Background: an optimization exercise with open tools, aiming at small area and few clock cycles. Do not read the settings as production practice. Function was checked by simulation only, so behaviour that the tests miss may differ from the original. Power and IR drop assume default switching activity.

== v6 ==
// crush_fp
module crush_fp (
    input  wire        clk,
    input  wire        rst,
    input  wire        rx_valid,
    input  wire [7:0]  rx_data,
    output wire        rx_ready,
    output wire        tx_valid,
    output wire [7:0]  tx_data,
    input  wire        tx_ready,
    input  wire        ind_valid,
    input  wire [31:0] ind_addr,
    input  wire [2:0]  ind_len,
    input  wire [31:0] ind_data,
    output wire        ind_ready,
    output wire        mem_valid,
    output wire [1:0]  mem_op,        
    output wire [31:0] mem_addr,
    output wire [7:0]  mem_wdata,
    input  wire        mem_ready,
    input  wire [15:0] mem_rdata,
    output reg  [2:0]  status
);
    localparam [7:0] SENTINEL = 8'h24;
    localparam       CAPACITY = 80;
    wire        free, dispatch, p_r, p_j, wr_en, ring_busy;
    wire [2:0]  p_err;
    wire [31:0] p_addr, p_len;
    wire [6:0]  p_n, age_next, rd_row;
    wire [7:0]  wr_data, rd_data;
    assign ind_ready = free;
    crush_parser #(.SENTINEL(SENTINEL), .CAPACITY(CAPACITY)) u_parser (
  ...
For scale: about 860 flip-flops, about 150 I/O pins, about 0.034 mm^2 of cells after synthesis.
==> module crush_fp, before the edit <==
module crush_fp (
    input  wire        clk,
    input  wire        rst,
    input  wire        rx_valid,
    input  wire [7:0]  rx_data,
    output wire        rx_ready,
    output wire        tx_valid,
    output wire [7:0]  tx_data,
    input  wire        tx_ready,
    input  wire        ind_valid,
    input  wire [31:0] ind_addr,
    input  wire [2:0]  ind_len,
    input  wire [31:0] ind_data,
    output wire        ind_ready,
    output wire        mem_valid,
    output wire [1:0]  mem_op,        
    output wire [31:0] mem_addr,
    output wire [7:0]  mem_wdata,
    input  wire        mem_ready,
    input  wire [15:0] mem_rdata,
    output reg  [2:0]  status
);
    localparam [7:0] SENTINEL = 8'h24;
    localparam       CAPACITY = 80;
    wire        free, dispatch, p_r, p_j, wr_en, ring_busy;
    wire [2:0]  p_err;
    wire [31:0] p_addr, p_len;
    wire [6:0]  p_n, age_next, rd_row;
    wire [7:0]  wr_data, rd_data;
    assign ind_ready = free;
    crush_parser #(.SENTINEL(SENTINEL), .CAPACITY(CAPACITY)) u_parser (
        .clk(clk), .rst(rst),
        .rx_valid(rx_valid), .rx_data(rx_data), .rx_ready(rx_ready),
        .can_take(free && !ind_valid),
        .buf_busy(ring_busy),
        .err(p_err), .dispatch(dispatch),
        .cmd_r(p_r), .cmd_j(p_j), .address(p_addr), .req_len(p_len), .payload_len(p_n),
        .wr_en(wr_en), .wr_data(wr_data), .age_next(age_next)
    );
    reg [8*CAPACITY-1:0] ring;
    always @(posedge clk)
        ring <= {ring[8*CAPACITY-9:0], wr_en ? wr_data : ring[8*CAPACITY-1 -: 8]};
    assign rd_data = ring[{rd_row, 3'b000} +: 8];
    crush_encoder #(.SENTINEL(SENTINEL)) u_enc (
        .clk(clk), .rst(rst),
        .free(free),
        .take_req(dispatch), .req_r(p_r), .req_j(p_j),
        .req_addr(p_addr), .req_len(p_len), .req_n(p_n),
        .take_ind(ind_valid), .ind_addr(ind_addr), .ind_len(ind_len), .ind_data(ind_data),
        .ring_age(age_next), .ring_row(rd_row), .ring_rdata(rd_data), .ring_busy(ring_busy),
        .mem_valid(mem_valid), .mem_op(mem_op), .mem_addr(mem_addr), .mem_wdata(mem_wdata),
        .mem_ready(mem_ready), .mem_rdata(mem_rdata),
        .tx_valid(tx_valid), .tx_data(tx_data), .tx_ready(tx_ready)
    );
    always @(posedge clk) begin
        if (rst) status <= 3'b000;
        else     status <= status | p_err;
    end
endmodule
Settings: LEC_CHECK=0, CAP_MARGIN=20, CORE_MARGIN=2, CORE_UTILIZATION=40, SLEW_MARGIN=20; clock period 10.0 ns.
run.sh (not shown) runs the stock make flow with config.mk's settings and CLKGATE_MAP_FILE= SYNTH_SCRIPT=/design/flow/synth_recipe.tcl, a recipe that flattens the netlist after the stock synthesis.
Per the final summary, v6 finished and its layout is clean on timing, DRC and antenna.
Testbench counts of v6, summed over its fixed seeds: cycles 44,711.
### v6 -> v7
--- a/flow/design.v
+++ b/flow/design.v
@@ -392,13 +392,21 @@
         .cmd_r(p_r), .cmd_j(p_j), .address(p_addr), .req_len(p_len), .payload_len(p_n),
         .wr_en(wr_en), .wr_data(wr_data), .age_next(age_next)
     );
     reg [8*CAPACITY-1:0] ring;
     always @(posedge clk)
         ring <= {ring[8*CAPACITY-9:0], wr_en ? wr_data : ring[8*CAPACITY-1 -: 8]};
-    assign rd_data = ring[{rd_row, 3'b000} +: 8];
+    wire [127:0] rd_hot = 128'd1 << rd_row;
+    reg  [7:0]   rd_sel;
+    integer r;
+    always @(*) begin
+        rd_sel = 8'd0;
+        for (r = 0; r < CAPACITY; r = r + 1)
+            rd_sel = rd_sel | (ring[8*r +: 8] & {8{rd_hot[r]}});
+    end
+    assign rd_data = rd_sel;
     crush_encoder #(.SENTINEL(SENTINEL)) u_enc (
         .clk(clk), .rst(rst),
         .free(free),
         .take_req(dispatch), .req_r(p_r), .req_j(p_j),
         .req_addr(p_addr), .req_len(p_len), .req_n(p_n),
         .take_ind(ind_valid), .ind_addr(ind_addr), .ind_len(ind_len), .ind_data(ind_data),
Findings:
On instance count after placement with tap cells included, the lower figure sits with v6, not v7.
v6 → v7: vertical extent of the die shrank by about 1%, area after detailed placement dropped 350 um^2.
Changes observed in v7 relative to v6: post-route minimum period grew by 0.12 ns, sequential share of layout area grew by 0.26 points, pre-CTS setup slack shrank by 0.38 ns, wire length grew by 28000 um.
Est. power | v7 vs v6 | v7 lower
In v7, non-clock buffering overhead in the final layout is higher than in v6.
Going from v6 to v7, the sequential power was found to have gone down by about 5%.
Testbench counts of v7, summed over its fixed seeds: cycles 44,711.

-- separate check: timing with driven ports --
No port has a modelled driver above. Below, the same layouts with a new extraction and two added sets of constraints.
Step 1 sets driving cells, clkbuf_16 on the clock port and buf_2 on the other inputs (assumed; they add their load-dependent delay and slew).
Step 2 adds t to the input delays and takes it off the output delays; t is the mean of the earliest and latest rising clock arrival at the registers after step 1. Input paths then give back, and output paths get back, about the clock's delay inside the block.
a / b / c = ideal ports / drivers / drivers and shift; a / b = the first two.
run | t, ns | slack for setup (ns) | worst hold slack (ns) | slew at the worst register clock pin (ns) | pins driven straight from the clock port
v6 | 0.698 | 1.932 / 1.867 / 2.294 | 0.320 / 0.320 / 0.320 | 0.07 / 0.07 | 1
v7 | 0.714 | 1.809 / 1.742 / 1.756 | 0.317 / 0.317 / 0.317 | 0.07 / 0.07 | 1
After both steps every run listed still meets setup and hold. For v7, which loses most, drivers alone change the setup slack by -0.067 ns; drivers and shift together by -0.053 ns.
